What follows belongs to an exercise in optimizing a design on an open flow for small area, a short achievable clock period and few clock cycles; a production flow would make more cautious choices.
Only simulation tests tie the RTL to the original design; equivalence was not proved.
Power is estimated from default activity; no workload was simulated.

**constraint.sdc**
```tcl
create_clock -name core_clock -period 10.0 [get_ports {clk}]
set_input_delay 2.0000 -clock core_clock [delete_from_list [all_inputs] [get_ports {clk}]]
set_output_delay 2.0000 -clock core_clock [all_outputs]
set_load 0.01 [all_outputs]
```
**config.mk**
```make
export PLATFORM = sky130hd
export DESIGN_NAME = scu
export DESIGN_NICKNAME = scu
export VERILOG_FILES = /design/flow/design.v
export SDC_FILE = /design/flow/constraint.sdc
export NUM_CORES = 8
export LEC_CHECK = 0
export CAP_MARGIN = 20
export CORE_MARGIN = 2
export CORE_UTILIZATION = 40
export SLEW_MARGIN = 20
```
**design.v**
```verilog
module scu (
  input             clk,
  input             rst,         
  input             bus_valid,
  input             bus_write,
  input      [9:0]  bus_addr,    
  input      [31:0] bus_wdata,
  output            bus_ready,
  output reg [31:0] bus_rdata
);
  localparam [3:0] E_ILLEGAL  = 4'd1;
  localparam [3:0] E_RANGE    = 4'd2;
  localparam [3:0] E_INVSYM   = 4'd3;
  localparam [3:0] E_MALLEN   = 4'd4;
  localparam [3:0] E_KIND     = 4'd5;
  localparam [3:0] E_CSUM     = 4'd6;
  localparam [3:0] E_BADPARAM = 4'd7;
  localparam [5:0] OP_NOP    = 6'h00;
  localparam [5:0] OP_CLRERR = 6'h01;
  localparam [5:0] OP_CLRSYM = 6'h02;
  localparam [5:0] OP_EXT    = 6'h04;
  localparam [5:0] OP_INS    = 6'h05;
  localparam [5:0] OP_XCIPH  = 6'h08;
  localparam [5:0] OP_CSUM   = 6'h0C;
  localparam [5:0] OP_CSTORE = 6'h0D;
  localparam [5:0] OP_CVER   = 6'h0E;
  localparam [5:0] OP_VKIND  = 6'h0F;
  localparam [5:0] OP_LUTF   = 6'h10;
  localparam [5:0] OP_LUTR   = 6'h11;
  localparam [5:0] OP_FMT    = 6'h12;
  localparam [5:0] OP_PARSE  = 6'h13;
  localparam [2:0] S_IDLE  = 3'd0;
  localparam [2:0] S_XCIPH = 3'd1;
  localparam [2:0] S_CSUM  = 3'd2;
  localparam [2:0] S_FMT   = 3'd3;
  localparam [2:0] S_PARSE = 3'd4;
  function [5:0] cipher_entry(input r, input [5:0] idx);
    begin
      cipher_entry = 6'd0;
      if (!r) begin
        case (idx)
          6'd0: cipher_entry = 6'd21;
          6'd1: cipher_entry = 6'd35;
          6'd2: cipher_entry = 6'd46;
          6'd3: cipher_entry = 6'd4;
          6'd4: cipher_entry = 6'd13;
          6'd5: cipher_entry = 6'd63;
          6'd6: cipher_entry = 6'd26;
          6'd7: cipher_entry = 6'd16;
          6'd8: cipher_entry = 6'd58;
          6'd9: cipher_entry = 6'd47;
          6'd10: cipher_entry = 6'd30;
          6'd11: cipher_entry = 6'd32;
          6'd12: cipher_entry = 6'd15;
          6'd13: cipher_entry = 6'd62;
          6'd14: cipher_entry = 6'd54;
          6'd15: cipher_entry = 6'd55;
          6'd16: cipher_entry = 6'd9;
          6'd17: cipher_entry = 6'd41;
          6'd18: cipher_entry = 6'd59;
          6'd19: cipher_entry = 6'd49;
          6'd20: cipher_entry = 6'd2;
          6'd21: cipher_entry = 6'd22;
          6'd22: cipher_entry = 6'd61;
          6'd23: cipher_entry = 6'd56;
          6'd24: cipher_entry = 6'd40;
          6'd25: cipher_entry = 6'd19;
          6'd26: cipher_entry = 6'd52;
          6'd27: cipher_entry = 6'd50;
          6'd28: cipher_entry = 6'd1;
          6'd29: cipher_entry = 6'd11;
          6'd30: cipher_entry = 6'd10;
          6'd31: cipher_entry = 6'd53;
          6'd32: cipher_entry = 6'd14;
          6'd33: cipher_entry = 6'd27;
          6'd34: cipher_entry = 6'd18;
          6'd35: cipher_entry = 6'd44;
          6'd36: cipher_entry = 6'd33;
          6'd37: cipher_entry = 6'd45;
          6'd38: cipher_entry = 6'd37;
          6'd39: cipher_entry = 6'd48;
          6'd40: cipher_entry = 6'd25;
          6'd41: cipher_entry = 6'd42;
          6'd42: cipher_entry = 6'd6;
          6'd43: cipher_entry = 6'd57;
          6'd44: cipher_entry = 6'd60;
          6'd45: cipher_entry = 6'd23;
          6'd46: cipher_entry = 6'd51;
          6'd47: cipher_entry = 6'd0;
          default: cipher_entry = 6'd0;
        endcase
      end else begin
        case (idx)
          6'd0: cipher_entry = 6'd11;
          6'd1: cipher_entry = 6'd48;
          6'd2: cipher_entry = 6'd21;
          6'd3: cipher_entry = 6'd58;
          6'd4: cipher_entry = 6'd31;
          6'd5: cipher_entry = 6'd4;
          6'd6: cipher_entry = 6'd41;
          6'd7: cipher_entry = 6'd14;
          6'd8: cipher_entry = 6'd51;
          6'd9: cipher_entry = 6'd24;
          6'd10: cipher_entry = 6'd61;
          6'd11: cipher_entry = 6'd34;
          6'd12: cipher_entry = 6'd7;
          6'd13: cipher_entry = 6'd44;
          6'd14: cipher_entry = 6'd17;
          6'd15: cipher_entry = 6'd54;
          6'd16: cipher_entry = 6'd27;
          6'd17: cipher_entry = 6'd0;
          6'd18: cipher_entry = 6'd37;
          6'd19: cipher_entry = 6'd10;
          6'd20: cipher_entry = 6'd47;
          6'd21: cipher_entry = 6'd20;
          6'd22: cipher_entry = 6'd57;
          6'd23: cipher_entry = 6'd30;
          6'd24: cipher_entry = 6'd3;
          6'd25: cipher_entry = 6'd40;
          6'd26: cipher_entry = 6'd13;
          6'd27: cipher_entry = 6'd50;
          6'd28: cipher_entry = 6'd23;
          6'd29: cipher_entry = 6'd60;
          6'd30: cipher_entry = 6'd33;
          6'd31: cipher_entry = 6'd6;
          6'd32: cipher_entry = 6'd43;
          6'd33: cipher_entry = 6'd16;
          6'd34: cipher_entry = 6'd53;
          6'd35: cipher_entry = 6'd26;
          6'd36: cipher_entry = 6'd63;
          6'd37: cipher_entry = 6'd36;
          6'd38: cipher_entry = 6'd9;
          6'd39: cipher_entry = 6'd46;
          6'd40: cipher_entry = 6'd19;
          6'd41: cipher_entry = 6'd56;
          6'd42: cipher_entry = 6'd29;
          6'd43: cipher_entry = 6'd2;
          6'd44: cipher_entry = 6'd39;
          6'd45: cipher_entry = 6'd12;
          6'd46: cipher_entry = 6'd49;
          6'd47: cipher_entry = 6'd22;
          default: cipher_entry = 6'd0;
        endcase
      end
    end
  endfunction
  function [20:0] alpha_entry(input r, input [5:0] v);
    begin
      alpha_entry = 21'd0;
      if (!r) begin
        case (v)
          6'd0: alpha_entry = 21'h0042;
          6'd1: alpha_entry = 21'h0044;
          6'd2: alpha_entry = 21'h0046;
          6'd3: alpha_entry = 21'h0047;
          6'd4: alpha_entry = 21'h0048;
          6'd5: alpha_entry = 21'h004A;
          6'd6: alpha_entry = 21'h004C;
          6'd7: alpha_entry = 21'h004D;
          6'd8: alpha_entry = 21'h2660;
          6'd9: alpha_entry = 21'h2665;
          6'd10: alpha_entry = 21'h2666;
          6'd11: alpha_entry = 21'h2663;
          6'd12: alpha_entry = 21'h0023;
          6'd13: alpha_entry = 21'h004E;
          6'd14: alpha_entry = 21'h0051;
          6'd15: alpha_entry = 21'h0052;
          6'd16: alpha_entry = 21'h0053;
          6'd17: alpha_entry = 21'h0054;
          6'd18: alpha_entry = 21'h0057;
          6'd19: alpha_entry = 21'h0059;
          6'd20: alpha_entry = 21'h0021;
          6'd21: alpha_entry = 21'h25CF;
          6'd22: alpha_entry = 21'h25B2;
          6'd23: alpha_entry = 21'h25A0;
          6'd24: alpha_entry = 21'h002B;
          6'd25: alpha_entry = 21'h002D;
          6'd26: alpha_entry = 21'h0062;
          6'd27: alpha_entry = 21'h0064;
          6'd28: alpha_entry = 21'h0066;
          6'd29: alpha_entry = 21'h0067;
          6'd30: alpha_entry = 21'h0068;
          6'd31: alpha_entry = 21'h006A;
          6'd32: alpha_entry = 21'h006D;
          6'd33: alpha_entry = 21'h0024;
          6'd34: alpha_entry = 21'h002A;
          6'd35: alpha_entry = 21'h002F;
          6'd36: alpha_entry = 21'h003A;
          6'd37: alpha_entry = 21'h007E;
          6'd38: alpha_entry = 21'h006E;
          6'd39: alpha_entry = 21'h0071;
          6'd40: alpha_entry = 21'h0072;
          6'd41: alpha_entry = 21'h0073;
          6'd42: alpha_entry = 21'h0074;
          6'd43: alpha_entry = 21'h0077;
          6'd44: alpha_entry = 21'h0079;
          6'd45: alpha_entry = 21'h003F;
          6'd46: alpha_entry = 21'h0025;
          6'd47: alpha_entry = 21'h0026;
          6'd48: alpha_entry = 21'h0028;
          6'd49: alpha_entry = 21'h003D;
          6'd50: alpha_entry = 21'h0029;
          6'd51: alpha_entry = 21'h0032;
          6'd52: alpha_entry = 21'h0033;
          6'd53: alpha_entry = 21'h0034;
          6'd54: alpha_entry = 21'h0035;
          6'd55: alpha_entry = 21'h0036;
          6'd56: alpha_entry = 21'h0037;
          6'd57: alpha_entry = 21'h0038;
          6'd58: alpha_entry = 21'h0039;
          6'd59: alpha_entry = 21'h2191;
          6'd60: alpha_entry = 21'h2193;
          6'd61: alpha_entry = 21'h2190;
          6'd62: alpha_entry = 21'h2192;
          6'd63: alpha_entry = 21'h0040;
          default: alpha_entry = 21'd0;
        endcase
      end else begin
        case (v)
          6'd0: alpha_entry = 21'h3041;
          6'd1: alpha_entry = 21'h3042;
          6'd2: alpha_entry = 21'h3043;
          6'd3: alpha_entry = 21'h3044;
          6'd4: alpha_entry = 21'h3045;
          6'd5: alpha_entry = 21'h3046;
          6'd6: alpha_entry = 21'h3047;
          6'd7: alpha_entry = 21'h3048;
          6'd8: alpha_entry = 21'h3049;
          6'd9: alpha_entry = 21'h304A;
          6'd10: alpha_entry = 21'h304B;
          6'd11: alpha_entry = 21'h304C;
          6'd12: alpha_entry = 21'h304D;
          6'd13: alpha_entry = 21'h304E;
          6'd14: alpha_entry = 21'h304F;
          6'd15: alpha_entry = 21'h3050;
          6'd16: alpha_entry = 21'h3051;
          6'd17: alpha_entry = 21'h3052;
          6'd18: alpha_entry = 21'h3053;
          6'd19: alpha_entry = 21'h3054;
          6'd20: alpha_entry = 21'h3055;
          6'd21: alpha_entry = 21'h3056;
          6'd22: alpha_entry = 21'h3057;
          6'd23: alpha_entry = 21'h3058;
          6'd24: alpha_entry = 21'h3059;
          6'd25: alpha_entry = 21'h305A;
          6'd26: alpha_entry = 21'h305B;
          6'd27: alpha_entry = 21'h305C;
          6'd28: alpha_entry = 21'h305D;
          6'd29: alpha_entry = 21'h305E;
          6'd30: alpha_entry = 21'h305F;
          6'd31: alpha_entry = 21'h3060;
          6'd32: alpha_entry = 21'h3061;
          6'd33: alpha_entry = 21'h3062;
          6'd34: alpha_entry = 21'h3063;
          6'd35: alpha_entry = 21'h3064;
          6'd36: alpha_entry = 21'h3065;
          6'd37: alpha_entry = 21'h3066;
          6'd38: alpha_entry = 21'h3067;
          6'd39: alpha_entry = 21'h3068;
          6'd40: alpha_entry = 21'h3069;
          6'd41: alpha_entry = 21'h306A;
          6'd42: alpha_entry = 21'h306B;
          6'd43: alpha_entry = 21'h306C;
          6'd44: alpha_entry = 21'h306D;
          6'd45: alpha_entry = 21'h306E;
          6'd46: alpha_entry = 21'h306F;
          6'd47: alpha_entry = 21'h3070;
          6'd48: alpha_entry = 21'h3071;
          6'd49: alpha_entry = 21'h3072;
          6'd50: alpha_entry = 21'h3073;
          6'd51: alpha_entry = 21'h3074;
          6'd52: alpha_entry = 21'h3075;
          6'd53: alpha_entry = 21'h3076;
          6'd54: alpha_entry = 21'h3077;
          6'd55: alpha_entry = 21'h3078;
          6'd56: alpha_entry = 21'h3079;
          6'd57: alpha_entry = 21'h307A;
          6'd58: alpha_entry = 21'h307B;
          6'd59: alpha_entry = 21'h307C;
          6'd60: alpha_entry = 21'h307D;
          6'd61: alpha_entry = 21'h307E;
          6'd62: alpha_entry = 21'h307F;
          6'd63: alpha_entry = 21'h3080;
          default: alpha_entry = 21'd0;
        endcase
      end
    end
  endfunction
  reg  [5:0]  sym [0:19];
  reg  [20:0] txt [0:31];
  reg  [4:0]  len;
  reg         region;
  reg  [31:0] val;
  reg  [7:0]  sum;
  reg  [3:0]  err;
  reg  [5:0]  tlen;
  reg  [2:0]  state;
  reg  [4:0]  idx;         
  reg  [5:0]  tpos;        
  reg  [2:0]  grp;         
  reg  [5:0]  cnt;         
  reg  [2:0]  key;         
  reg  [7:0]  acc;         
  reg  [5:0]  pbuf [0:19];  
  assign bus_ready = (state == S_IDLE);
  wire acc_wr = bus_valid & bus_ready & bus_write;
  reg [119:0] stream;
  integer si;
  always @(*) begin
    for (si = 0; si < 120; si = si + 1)
      stream[si] = sym[si / 6][5 - (si % 6)];
  end
  wire [5:0] c_op  = bus_wdata[5:0];
  wire [6:0] c_off = bus_wdata[12:6];
  wire [5:0] c_wid = bus_wdata[18:13];
  wire [2:0] c_k   = bus_wdata[21:19];
  wire       c_rsv = |bus_wdata[31:22];
  reg c_assigned, c_fmt_n, c_fmt_f, c_fmt_k;
  always @(*) begin
    c_assigned = 1'b0; c_fmt_n = 1'b0; c_fmt_f = 1'b0; c_fmt_k = 1'b0;
    case (c_op)
      OP_NOP, OP_CLRERR, OP_CLRSYM, OP_XCIPH, OP_CSUM, OP_CSTORE,
      OP_LUTF, OP_LUTR, OP_FMT, OP_PARSE: begin c_assigned = 1'b1; c_fmt_n = 1'b1; end
      OP_EXT, OP_INS:                     begin c_assigned = 1'b1; c_fmt_f = 1'b1; end
      OP_CVER, OP_VKIND:                  begin c_assigned = 1'b1; c_fmt_k = 1'b1; end
      default: ;
    endcase
  end
  reg c_fields_ok;
  always @(*) begin
    c_fields_ok = 1'b1;
    if (c_fmt_n && (c_off != 7'd0 || c_wid != 6'd0 || c_k != 3'd0)) c_fields_ok = 1'b0;
    if (c_fmt_f && (c_k != 3'd0 || c_wid > 6'd32))                   c_fields_ok = 1'b0;
    if (c_fmt_k && (c_off != 7'd0 || c_wid != 6'd0))                 c_fields_ok = 1'b0;
    if (c_op == OP_CVER  && (c_k == 3'd0 || c_k > 3'd4))             c_fields_ok = 1'b0;
    if (c_op == OP_VKIND && c_k > 3'd3)                              c_fields_ok = 1'b0;
  end
  wire [7:0] f_end   = {1'b0, c_off} + {2'b00, c_wid};
  wire [7:0] f_limit = {3'b000, len} * 8'd6;
  wire       f_range_bad = (f_end > f_limit);
  wire [31:0] f_mask = (c_wid >= 6'd32) ? 32'hFFFF_FFFF : ((32'd1 << c_wid) - 32'd1);
  wire [119:0] f_shifted = stream >> c_off;
  wire [31:0] ext_value = f_shifted[31:0] & f_mask;
  wire [119:0] ins_mask = {88'd0, f_mask} << c_off;
  wire [119:0] ins_bits = {88'd0, val & f_mask} << c_off;
  wire [119:0] ins_stream = (stream & ~ins_mask) | (ins_bits & ins_mask);
  wire [4:0] last_idx = len - 5'd1;
  wire [5:0] last_sym = sym[last_idx];
  wire [3:0] cver_mask = (c_k == 3'd1) ? 4'b0001 :
                         (c_k == 3'd2) ? 4'b0011 :
                         (c_k == 3'd3) ? 4'b0111 : 4'b1111;
  wire cver_bad = |((sum[3:0] ^ last_sym[3:0]) & cver_mask);
  wire [1:0] kind_d = {sym[0][1], sym[0][2]};
  wire [5:0]  fwd_in  = (state == S_FMT) ? sym[idx] : val[5:0];
  wire [20:0] fwd_out = alpha_entry(region, fwd_in);
  wire [31:0] rev_in = (state == S_PARSE) ? {11'd0, txt[tpos[4:0]]} : val;
  reg         rev_hit;
  reg  [5:0]  rev_out;
  integer ri;
  always @(*) begin
    rev_hit = 1'b0;
    rev_out = 6'd0;
    for (ri = 0; ri < 64; ri = ri + 1) begin
      if (rev_in == {11'd0, alpha_entry(region, ri[5:0])}) begin
        rev_hit = 1'b1;
        rev_out = ri[5:0];
      end
    end
  end
  wire [5:0] ks = cipher_entry(region, {1'b0, key, 2'b00} + {1'b0, idx});
  always @(*) begin
    bus_rdata = 32'd0;
    if (bus_addr[9:6] == 4'b0000) begin
      case (bus_addr[5:0])
        6'd1: bus_rdata = {28'd0, err};
        6'd2: bus_rdata = {27'd0, len};
        6'd3: bus_rdata = {31'd0, region};
        6'd4: bus_rdata = val;
        6'd5: bus_rdata = {24'd0, sum};
        6'd6: bus_rdata = {26'd0, tlen};
        default: bus_rdata = 32'd0;
      endcase
    end else if (bus_addr[9:6] == 4'b0001) begin
      if (bus_addr[5:0] < 6'd20)
        bus_rdata = {26'd0, sym[bus_addr[4:0]]};
    end else if (bus_addr[9:5] == 5'b00100) begin
      bus_rdata = {11'd0, txt[bus_addr[4:0]]};
    end
  end
  integer i;
  always @(posedge clk) begin
    if (rst) begin
      for (i = 0; i < 20; i = i + 1) sym[i] <= 6'd0;
      for (i = 0; i < 32; i = i + 1) txt[i] <= 21'd0;
      len    <= 5'd20;
      region <= 1'b0;
      val    <= 32'd0;
      sum    <= 8'd0;
      err    <= 4'd0;
      tlen   <= 6'd0;
      state  <= S_IDLE;
      idx    <= 5'd0;
      tpos   <= 6'd0;
      grp    <= 3'd0;
      cnt    <= 6'd0;
      key    <= 3'd0;
      acc    <= 8'd0;
    end else begin
      case (state)
        S_IDLE: begin
          if (acc_wr) begin
            if (bus_addr == 10'd0) begin
              if (!c_assigned || c_rsv) begin
                if (err == 4'd0) err <= E_ILLEGAL;
              end else if (err != 4'd0 && c_op != OP_NOP && c_op != OP_CLRERR) begin
              end else if (!c_fields_ok) begin
                if (err == 4'd0) err <= E_ILLEGAL;
              end else begin
                case (c_op)
                  OP_CLRERR: err <= 4'd0;
                  OP_CLRSYM: for (i = 0; i < 20; i = i + 1) sym[i] <= 6'd0;
                  OP_EXT: begin
                    if (f_range_bad) err <= E_RANGE;
                    else val <= ext_value;
                  end
                  OP_INS: begin
                    if (f_range_bad) err <= E_RANGE;
                    else begin
                      for (i = 0; i < 120; i = i + 1)
                        sym[i / 6][5 - (i % 6)] <= ins_stream[i];
                    end
                  end
                  OP_XCIPH: begin
                    key   <= sym[0][5:3];
                    idx   <= 5'd0;
                    state <= S_XCIPH;
                  end
                  OP_CSUM: begin
                    acc   <= 8'd0;
                    idx   <= 5'd0;
                    state <= S_CSUM;
                  end
                  OP_CSTORE: sym[last_idx] <= {last_sym[5:4], sum[3:0]};
                  OP_CVER:  if (cver_bad) err <= E_CSUM;
                  OP_VKIND: if (kind_d != c_k[1:0]) err <= E_KIND;
                  OP_LUTF: begin
                    if (val > 32'd63) err <= E_INVSYM;
                    else val <= {11'd0, fwd_out};
                  end
                  OP_LUTR: begin
                    if (!rev_hit) err <= E_INVSYM;
                    else val <= {26'd0, rev_out};
                  end
                  OP_FMT: begin
                    idx   <= 5'd0;
                    tpos  <= 6'd0;
                    grp   <= 3'd0;
                    state <= S_FMT;
                  end
                  OP_PARSE: begin
                    tpos  <= 6'd0;
                    cnt   <= 6'd0;
                    state <= S_PARSE;
                  end
                  default: ;
                endcase
              end
            end else if (bus_addr == 10'd2) begin
              if (bus_wdata >= 32'd1 && bus_wdata <= 32'd20) len <= bus_wdata[4:0];
              else if (err == 4'd0) err <= E_BADPARAM;
            end else if (bus_addr == 10'd3) begin
              region <= bus_wdata[0];
            end else if (bus_addr == 10'd4) begin
              val <= bus_wdata;
            end else if (bus_addr == 10'd6) begin
              if (bus_wdata <= 32'd32) tlen <= bus_wdata[5:0];
              else if (err == 4'd0) err <= E_BADPARAM;
            end else if (bus_addr[9:6] == 4'b0001 && bus_addr[5:0] < 6'd20) begin
              if (bus_wdata <= 32'd63) sym[bus_addr[4:0]] <= bus_wdata[5:0];
              else if (err == 4'd0) err <= E_INVSYM;
            end else if (bus_addr[9:5] == 5'b00100) begin
              txt[bus_addr[4:0]] <= bus_wdata[20:0];
            end
          end
        end
        S_XCIPH: begin
          if (idx == 5'd0)
            sym[0] <= {key, sym[0][2:0] ^ ks[2:0]};
          else
            sym[idx] <= sym[idx] ^ ks;
          if (idx == last_idx) state <= S_IDLE;
          idx <= idx + 5'd1;
        end
        S_CSUM: begin
          if (idx == last_idx) begin
            sum   <= acc;
            state <= S_IDLE;
          end else begin
            acc <= acc + {2'b00, sym[idx]};
            idx <= idx + 5'd1;
          end
        end
        S_FMT: begin
          if (idx != 5'd0 && grp == 3'd5) begin
            txt[tpos[4:0]] <= 21'h20;
            grp <= 3'd0;
          end else begin
            txt[tpos[4:0]] <= fwd_out;
            grp <= grp + 3'd1;
            idx <= idx + 5'd1;
            if (idx == last_idx) begin
              tlen  <= tpos + 6'd1;
              state <= S_IDLE;
            end
          end
          tpos <= tpos + 6'd1;
        end
        S_PARSE: begin
          if (tpos == tlen) begin
            if (cnt != {1'b0, len}) err <= E_MALLEN;
            else begin
              for (i = 0; i < 20; i = i + 1)
                if (i < len) sym[i] <= pbuf[i];
            end
            state <= S_IDLE;
          end else begin
            if (txt[tpos[4:0]] != 21'h20) begin
              if (!rev_hit) begin
                err   <= E_INVSYM;
                state <= S_IDLE;
              end else begin
                if (cnt < 6'd20) pbuf[cnt[4:0]] <= rev_out;
                cnt <= cnt + 6'd1;
              end
            end
            tpos <= tpos + 6'd1;
          end
        end
        default: state <= S_IDLE;
      endcase
    end
  end
endmodule
```
**run.sh**
```bash
#!/bin/bash
# synth_recipe.tcl (not shown) runs the flow's synth.tcl, then flattens the netlist and writes it again
# the make line also repeats each setting of config.mk as NAME=value (left out here)
make -C /OpenROAD-flow-scripts/flow DESIGN_CONFIG=/design/flow/config.mk WORK_HOME=/design/flow/orfs CLKGATE_MAP_FILE= SYNTH_SCRIPT=/design/flow/synth_recipe.tcl finish
```
==> metrics.cfg <==
[cells_and_area]
layout-drive-gt1-share_pct = 17.1
nets = 7442
final_area_um2 = 85200
utilization_pct = 44.3
stdcell_count = 9983
areaGrowthSynthToFinish_pct = 10.3

[place]
placed_cell_area_um2 = 81000
dp.cells = 9723
portBuffers = 78
place_congestion = 1.09
dpl.hpwl_um = 294000
place_ws_ps = 1760

[sta]
finalCritPeriodShare_pct = 78.6
hold_viol_final = 0
fin_ws_ps = 2140
final.setup_skew_ps = 104
slew_viol_final = 0
setup_tns_ps = 0
relSlewSlack_pct = 11.5
setup_viol = 0
fmax_ghz = 0.127
period_needed_ps = 7860
whs_ps = 467
tightest_slew_ps = 1330
rsz0062_at_grt = no

[floorplan]
rows = 161
die_area_um2 = 197000
die_w_um = 443
initial_utilization_pct = 40.2
core-area_um2 = 192000
dieHeight_um = 443
ios = 79

[detailed_routing]
drt-initial-drc-count = 11900
ant_nets = 0
drc_errors = 0
drtPass1Iterations = 9
routed_via_density = 7.12
wl_um = 403000
wire_per_inst_um = 40.3
vias = 71100

[worst_setup_path]
cp-end-kind = output port
max_stage_delay_ps = 660
slowest_stage = mux2i_1
critPathBufInv = 3
path_depth = 7
critPathMostFrequentCell = mux4_2
startpoint = bus_addr[0]
ff2ff_path_depth = 17
critPathTopFamily = multiplexers
crit_required_ps = 8000
critPathMaxFanout = 32
critical_path.cell_chain = buf_8 > buf_4 > mux4_2 > mux4_2 > mux2i_1 > o21ai_0 > clkdlybuf4s50_1
crit_path_start_kind = primary input
critPathKind = primary input to output port
cp_data_arrival_time_ps = 5860

[global_route]
antenna_found_initial = 43
grt_pass1_wl_um = 550000
gr-usage-met2_pct = 57.6
met1_usage_pct = 51.9
grt_pass1_vias = 66200
met3_usage_pct = 13.0
grt.total_usage_pct = 39.8
top_usage_layer = met2
grt_max_degree = 138
overflow = 0

[synthesis]
avgSynthCellArea_um2 = 10.3
async_flop_share_pct = 0
yosys-top-cells-area = edfxtp_1, mux4_2, mux2i_1
synth_largest_area_cell = edfxtp_1
synth_cell_types = 115
synthCells = 7485
ys_warn_count = 1
netlist.area_leader.share_pct = 38.3
synth_fp_nets = 7605
ys.flop_type = edfxtp_1
ys_ff_latch = 1084
synthesis.area_um2 = 77200
synth_edf_count = 984
synth.top_cells.by_count = nor2_1, edfxtp_1, nand2_1
yosysMostFrequentCell = nor2_1
synth_seq_area_share_pct = 40.8

[power_and_ir_drop]
vdd_drop_max_mv = 0.164
p_leak_nw = 28.8
finalPower_mw = 11.5
powerDensity_nw_per_um2 = 135

[clock_tree]
root_buffer = clkbuf_16
htreeDepth = 3
post_cts_resized = 0
hold_buffers = 0
tritoncts = done
cts.path.max_buffers = 3
numCtsBuffers = 121
post_cts.repair.setup_buffers = 0
cts.sinks = 1084
clk-insertion-delay-late_ps = 850
clk_pin_slew_ps = 60

[worst_hold_path]
hold_path_class = flop to flop
worstHoldStart = pbuf[3][5]
whs_path_depth = 2

[run_status]
outcome = complete, no violations

[run]
drv_cap = 0

## final cells by class
cell class,instances,area (um^2)
diodes,33,82.6
repair buffers,390,3230
flip-flops and latches,1084,31600
inverters,90,348
well taps,2526,3160
multi-input cells,5635,42700
clock buffers,144,3140
clock inverters,81,962
fillers,18100,107000
## kinds of logic (layout without fill, tap and decap cells)
| group | Yosys count | in the layout | share of synthesized area [%] |
|---|---|---|---|
| other | 0 | 33 | 0 |
| xor gates and xnor gates | 70 | 70 | 0.794 |
| AOI/OAI and AO/OA | 1648 | 1648 | 14.3 |
| muxes | 1091 | 1091 | 22.9 |
| DFF | 1084 | 1084 | 40.8 |
| buffers and inverters | 766 | 705 | 4.30 |
| and+or+nand+nor | 2752 | 2752 | 15.7 |
| adders and majority gates | 74 | 74 | 1.24 |
## power breakdown
group | switching, mW | leakage (nW) | internal, mW | total [mW]
clock network | 2.07 | 1.96 | 2.64 | 4.71
registers | 0.121 | 10.8 | 5.00 | 5.12
logic | 1.12 | 16.1 | 0.515 | 1.64
total | 3.31 | 28.8 | 8.16 | 11.5
## metal layers
metal / up-vias / share of wire, %
li1: 28400 / -
met1: 35900 / 37
met2: 5640 / 42
met3: 1125 / 13
met4: 20 / 7.3
met5: - / 0.071
## tightest hold or removal path, stage by stage, from the launching register on
cell,delay [ps]
edfxtp_1,320
nand2_1,40
o221ai_1,50
## flip-flops by register name, indices dropped and copies added (netlist names), 6 cells and up, named ones only
name	cells
tlen	6
pbuf	120
sym	192
cnt	6
sum	8
val	32
tpos	6
txt	672
acc	8
## final timing paths
check | end | slack, ps
hold / removal | sym[3][5] | 470
hold reg to reg | sym[3][5] | 470
setup reg to reg | val[3] | 2750
setup / recovery | bus_rdata[12] | 2140
## cell usage in the layout, fill, tap and decap left out, types with 33 or more instances in the layout
| cell type | Yosys | final |
|---|---|---|
| nor2_1 | 1194 | 1186 |
| ha_1 | 70 | 69 |
| nor2b_1 | 44 | 42 |
| buf_4 | 6 | 309 |
| clkbuf_16 | 0 | 122 |
| nor4_1 | 61 | 55 |
| o22ai_1 | 51 | 51 |
| nor3_1 | 135 | 132 |
| a21oi_1 | 369 | 359 |
| and2_1 | 53 | 52 |
| nand3_1 | 183 | 182 |
| o21ai_1 | 39 | 40 |
| nand4_1 | 40 | 40 |
| xnor2_1 | 44 | 42 |
| nand2_1 | 811 | 806 |
| diode_2 | 0 | 33 |
| clkdlybuf4s50_1 | 0 | 66 |
| edfxtp_1 | 984 | 984 |
| o21ai_0 | 350 | 343 |
| a211oi_1 | 46 | 45 |
| mux2i_1 | 493 | 489 |
| mux4_2 | 533 | 533 |
| a31oi_1 | 74 | 74 |
| or3_1 | 36 | 36 |
| o211ai_1 | 66 | 66 |
| mux2_2 | 62 | 62 |
| o221ai_1 | 76 | 76 |
| inv_1 | 86 | 81 |
| a22oi_1 | 170 | 164 |
| dfxtp_1 | 100 | 94 |
Testbench counts, summed over its fixed seeds: cycles 21,076.

## what the ideal ports hide
Ports are ideal in the flow. The routed layout listed here was re-timed in OpenROAD.
Step 1 assumes that a clkbuf_16 drives the clock port and a buf_2 every other input.
Step 2 moves the port delays by t, midway between the first and last clock arrival at a register: inputs arrive t later, outputs are due t later. That takes back most of the time a late clock gives input paths.
Slacks: ideal ports / drivers / drivers and shift; pairs: ideal ports / drivers.
t, ns: 0.886
setup WS [ns]: 2.138 / 2.060 / 1.455
hold WS [ns]: 0.467 / 0.467 / 0.467
cell pins on the clock port's net: 1
After both steps this run still meets setup and hold. The setup slack of this run moves by -0.078 ns with the drivers and by -0.683 ns with both steps.
